From an optimization exercise on the open Yosys and OpenROAD flow, aimed at small area, a short achievable clock period and few clock cycles per item; shortcuts taken in it are not production practice. Only simulation tests tie the RTL to the original design; equivalence was not proved. Power and IR drop assume default switching activity.

== run A ==
// ppc_encode
module ppc_encode (
    input  wire         clk,
    input  wire         rst,         
    input  wire         wr_en,
    input  wire [7:0]   wr_addr,
    input  wire [31:0]  wr_data,
    output wire         busy,
    output wire [11:0]  status,
    output wire [6:0]   rxlen,
    output wire [511:0] raw
);
Settings: LEC_CHECK=0, CAP_MARGIN=20, CORE_MARGIN=2, CORE_UTILIZATION=45, PLACE_DENSITY=0.6, SLEW_MARGIN=20, BUFFER_PORTS_ARGS=-buffer_cell sky130_fd_sc_hd__buf_2, PLACE_PINS_ARGS=-min_distance 2, SETUP_SLACK_MARGIN=5.5, FASTROUTE_TCL=/design/flow/flow/fastroute.tcl, DONT_USE_CELLS=sky130_fd_sc_hd__a222oi_1; clock period 10.0 ns.
standard.sh (not shown) runs the stock make flow with config.mk's settings and CLKGATE_MAP_FILE= SYNTH_SCRIPT=/design/flow/synth_recipe.tcl, a recipe that flattens the netlist after the stock synthesis.
==> flow/flow/run.sh <==
#!/bin/bash
set -e
cat >> config.mk <<EOC
export BUFFER_PORTS_ARGS = -buffer_cell sky130_fd_sc_hd__buf_2
export PLACE_PINS_ARGS = -min_distance 2
export SETUP_SLACK_MARGIN = 5.5
export FASTROUTE_TCL = $(pwd)/flow/fastroute.tcl
export DONT_USE_CELLS = sky130_fd_sc_hd__a222oi_1
EOC
bash standard.sh > standard.log 2>&1
==> flow/flow/fastroute.tcl <==
# Global routing layers: as the platform's, but met1 (the cell pin and power
# rail layer) keeps only 30% of its capacity for global routes, so the
# detailed router does not have to clear crowded met1 around cell pins.
set_global_routing_layer_adjustment met1 0.7
set_global_routing_layer_adjustment met2-met5 0.2
set_routing_layers -clock met3-met5
set_routing_layers -signal met1-met5
The flow did not stop early for run A: all stages ran, and the layout cleared the timing, DRC and antenna checks.
Testbench counts of run A, summed over its fixed seeds: cycles 3,774, encodes 384.
Relative to run A, the following input files were edited for run B:
# run A
export LEC_CHECK = 0
export CAP_MARGIN = 20
export CORE_MARGIN = 2
export CORE_UTILIZATION = 45
export PLACE_DENSITY = 0.6
export SLEW_MARGIN = 20
export BUFFER_PORTS_ARGS = -buffer_cell sky130_fd_sc_hd__buf_2
export PLACE_PINS_ARGS = -min_distance 2
export SETUP_SLACK_MARGIN = 5.5
export FASTROUTE_TCL = /design/flow/flow/fastroute.tcl
export DONT_USE_CELLS = sky130_fd_sc_hd__a222oi_1
create_clock -name core_clock -period 10.0 [get_ports {clk}]
# run B
export LEC_CHECK = 0
export CAP_MARGIN = 20
export CORE_MARGIN = 2
export CORE_UTILIZATION = 40
export PLACE_DENSITY = 0.6
export SLEW_MARGIN = 20
export BUFFER_PORTS_ARGS = -buffer_cell sky130_fd_sc_hd__buf_2
export PLACE_PINS_ARGS = -min_distance 2
export SETUP_SLACK_MARGIN = 5.5
export FASTROUTE_TCL = /design/flow/flow/fastroute.tcl
export DONT_USE_CELLS = sky130_fd_sc_hd__a222oi_1
create_clock -name core_clock -period 10.0 [get_ports {clk}]
Notes after the runs:
- Run B: full flow OK, the timing, DRC and antenna checks passed
- Going from run A to run B, global-route usage now sits lower, part of the total power dissipated in combinational logic now sits at about the same level, hold slack now sits higher.
- On final area, run B and run A are neck and neck.
- Run comparison: run A start point of the critical path d_high[0]; run B start point of the critical path st0_r[9]
- Total power of run B is lower than that of run A.
- The cell with the biggest individual delay on the critical path comes out edfxtp_1 in one run and nand3_2 in the other, namely in run B and run A respectively.
- Synthesized cell count delta (run B -> run A): insignificant
- On number of non-clock buffers, run B and run A are neck and neck.
- [diff] total routed wirelength, run B relative to run A: regression
- On combinational power, run B tracks run A almost exactly.
The inputs of run C differ from those of run B as listed below.
# run B
export LEC_CHECK = 0
export CAP_MARGIN = 20
export CORE_MARGIN = 2
export CORE_UTILIZATION = 40
export PLACE_DENSITY = 0.6
export SLEW_MARGIN = 20
export BUFFER_PORTS_ARGS = -buffer_cell sky130_fd_sc_hd__buf_2
export PLACE_PINS_ARGS = -min_distance 2
export SETUP_SLACK_MARGIN = 5.5
export FASTROUTE_TCL = /design/flow/flow/fastroute.tcl
export DONT_USE_CELLS = sky130_fd_sc_hd__a222oi_1
create_clock -name core_clock -period 10.0 [get_ports {clk}]
# run C
export LEC_CHECK = 0
export CAP_MARGIN = 20
export CORE_MARGIN = 2
export CORE_UTILIZATION = 50
export PLACE_DENSITY = 0.6
export SLEW_MARGIN = 20
export BUFFER_PORTS_ARGS = -buffer_cell sky130_fd_sc_hd__buf_2
export PLACE_PINS_ARGS = -min_distance 2
export SETUP_SLACK_MARGIN = 5.25
export FASTROUTE_TCL = /design/flow/flow/fastroute.tcl
export DONT_USE_CELLS = sky130_fd_sc_hd__a222oi_1
create_clock -name core_clock -period 10.0 [get_ports {clk}]
diff --git a/flow/flow/run.sh b/flow/flow/run.sh
--- a/flow/flow/run.sh
+++ b/flow/flow/run.sh
@@ -6 +6 @@
-export SETUP_SLACK_MARGIN = 5.5
+export SETUP_SLACK_MARGIN = 5.25
Run B was larger in final cell area than run C. Going from run B to run C, power density over cell area went up 6.4 nW/µm²; overall global routing resource usage went up by 10 points; setup slack now smaller. Compared with run B, run C shows a share of total power in combinational logic that is 0.2 points lower.

-- afterwards: timing with drivers on the ports --
The results above use ideal ports. As a check the final layouts listed here were re-extracted and re-timed, cells and wires unchanged. Step 1 assumes that a clkbuf_16 drives the clock port and a buf_2 every other input. Step 2 moves the port delays by t, midway between the first and last clock arrival at a register: inputs arrive t later, outputs are due t later. That takes back most of the time a late clock gives input paths. Three values: ideal, step 1, step 2; two values: the first two.
| run | t (ns) | slack for setup (ns) | worst slew at a driven data input, ns | cell pins on the clock port's net |
|---|---|---|---|---|
| run A | 0.901 | 5.282 / 5.192 / 4.629 | 0.17 | 1 |
| run B | 0.890 | 5.299 / 5.223 / 4.645 | 0.11 | 1 |
| run C | 0.888 | 5.198 / 5.118 / 4.400 | 0.13 | 1 |
After both steps setup and hold are still met in every run listed. The setup slack of run C, which loses most, moves by -0.080 ns with the drivers and by -0.798 ns with both steps.
